This design comes from an exercise in tuning for small area and a short achievable clock period on the open sky130 flow, not from production work. The RTL was checked by simulation tests, not by an equivalence proof against the original design. Power is estimated from default activity; no workload was simulated.

## frame_codec
module frame_codec (
    input  wire        clk,
    input  wire        rst,           
    input  wire        cmd_valid,
    input  wire [7:0]  cmd_op,
    input  wire [7:0]  cmd_arg,       
    input  wire [63:0] cmd_value,     
    output reg         resp_valid,
    output wire [7:0]  resp_status,
    output wire [63:0] resp_data,
    output reg         pay_valid,
    output reg  [7:0]  pay_byte,
    output wire [15:0] frm_version,
    output wire [15:0] frm_flags,
    output wire [63:0] frm_sequence,
    output wire [63:0] frm_reserved
);
For scale: roughly 2500 cells after synthesis, roughly 330 I/O pins.
clock: 5.0 ns
lec_check: 0
cap_margin: 10
core_margin: 2
core_utilization: 55
cts_buf_list: sky130_fd_sc_hd__clkbuf_4 sky130_fd_sc_hd__clkbuf_8
cts_cluster_size: 12
setup_slack_margin: 2.8
slew_margin: 10
standard.sh (not shown) runs the stock make flow with config.mk's settings and CLKGATE_MAP_FILE= SYNTH_SCRIPT=/design/flow/synth_recipe.tcl, a recipe that flattens the netlist after the stock synthesis.
==> flow/flow/run.sh <==
#!/bin/bash
set -euo pipefail
bash standard.sh finish "BUFFER_PORTS_ARGS=-buffer_cell sky130_fd_sc_hd__buf_2" > make.log 2>&1
The baseline finished with timing, DRC and antenna clean.
Next try:
==> flow/flow/run.sh (replaced) <==
#!/bin/bash
set -euo pipefail
bash standard.sh finish "BUFFER_PORTS_ARGS=-buffer_cell sky130_fd_sc_hd__buf_1" > make.log 2>&1
- SETUP_SLACK_MARGIN: 2.8 -> 2.6
Die area is unchanged.
Via count shrinks by a few percent.
Routed wire length decreases by a few percent.
Count of clock-buffer cells in the layout rises by 14.
Design area came out lower by a few percent.
Core utilization went down by 5.0 points.
Total power went down slightly.
Setup slack improves by 0.017 ns.
Synthesized area does not change.
Clock power went up by a few percent.
Flip-flop and latch count stays the same.
Next try:
- SETUP_SLACK_MARGIN: 2.6 -> 2.5
Outcome: Sequential share of layout area goes up by 1.1 points. Maximum frequency fell by 1.3%. Setup slack loses 0.034 ns. Power fell by 1.6%. Clock skew fell by 0.0058 ns. Global-route usage goes down by 0.63 points. Design area came out lower by 2.8%. Worst hold slack improves by 0.010 ns. Synthesized cell count is unchanged.
Next try:
==> flow/flow/run.sh (replaced) <==
#!/bin/bash
set -euo pipefail
bash standard.sh finish "BUFFER_PORTS_ARGS=-buffer_cell sky130_fd_sc_hd__buf_2" > make.log 2>&1
- CORE_UTILIZATION: 55 -> 65
- PLACE_DENSITY: not set -> 0.72
- SETUP_SLACK_MARGIN: 2.5 -> 2.6
Result:
- wire length climbs by 11%
- sequential power stays flat
- total power came out lower by 0.70%
- combinational power grows by about 10%

* * *

== exp/quartz ==
Starting RTL as in the previous note.
export LEC_CHECK = 0
export CAP_MARGIN = 10
export CORE_MARGIN = 2
export CORE_UTILIZATION = 55
export CTS_BUF_LIST = sky130_fd_sc_hd__clkbuf_4 sky130_fd_sc_hd__clkbuf_8
export CTS_CLUSTER_SIZE = 12
export SETUP_SLACK_MARGIN = 2.6
export SLEW_MARGIN = 10
create_clock -name core_clock -period 5.0 [get_ports {clk}]
==> flow/flow/run.sh <==
#!/bin/bash
set -euo pipefail
bash standard.sh finish "BUFFER_PORTS_ARGS=-buffer_cell sky130_fd_sc_hd__buf_2" > make.log 2>&1
exp/quartz finished end to end and its layout was clean on timing, DRC and antenna.
Here is what was changed in the inputs of exp/juniper compared with exp/quartz.
Settings: SETUP_SLACK_MARGIN: 2.6 -> 2.7.
==> flow/flow/run.sh <==
#!/bin/bash
set -euo pipefail
bash standard.sh finish "BUFFER_PORTS_ARGS=-buffer_cell sky130_fd_sc_hd__buf_1" > make.log 2>&1
Results
- Compared with exp/quartz, exp/juniper shows a fraction of met2 tracks used by global routing that is 2.8 points higher.
- On exp/juniper: non-clock buffer count is about 14% higher than what exp/quartz gave.
- Looking at clock insertion delay at the later pin of the skew report across exp/juniper and exp/quartz, the one that comes out lower is exp/quartz.
- The number of cells after detailed placement in exp/juniper sits 21 above the value recorded for exp/quartz.
- Against exp/quartz, final instance area in exp/juniper rose by a few percent.
- As far as number of buffers created by CTS goes, exp/juniper and exp/quartz are indistinguishable; the numbers are identical.
- exp/juniper consumes more power than exp/quartz does.
- exp/quartz has a lower fraction of power consumed by combinational cells than exp/juniper.
- On exp/juniper: total length of routed wires is about 4% higher than what exp/quartz gave.
- Of exp/juniper and exp/quartz, exp/juniper shows the lower count of clock-buffer cells in the layout, with exp/quartz above it.

## static timing again, ports no longer ideal
How much do the figures lean on ideal ports? The routed layouts below were timed once more, with nothing changed but the port constraints. Step 1 sets driving cells, clkbuf_16 on the clock port and buf_2 on the other inputs (assumed; they add their load-dependent delay and slew). Step 2 adds t to the input delays and takes it off the output delays; t is the mean of the earliest and latest rising clock arrival at the registers after step 1. Input paths then give back, and output paths get back, about the clock's delay inside the block. Slacks: ideal ports / drivers / drivers and shift; pairs: ideal ports / drivers.
run	t, ns	setup slack, ns	worst setup path after step 2	slew at the worst register clock pin (ns)
the first run of note 1	0.728	2.495 / 2.496 / 1.821	input to register	0.07 / 0.07
the second run of note 1	0.736	2.512 / 2.484 / 1.747	input to register	0.07 / 0.07
the third run of note 1	0.752	2.478 / 2.513 / 1.760	input to register	0.07 / 0.07
the fourth run of note 1	0.739	1.866 / 1.866 / 1.529	input to register	0.08 / 0.08
exp/quartz	0.732	2.436 / 2.440 / 1.714	input to register	0.07 / 0.07
exp/juniper	0.748	2.472 / 2.472 / 1.753	input to register	0.07 / 0.07
After both steps every run listed still meets setup and hold. The setup slack of the second run of note 1, which loses most, moves by -0.028 ns with the drivers and by -0.765 ns with both steps.
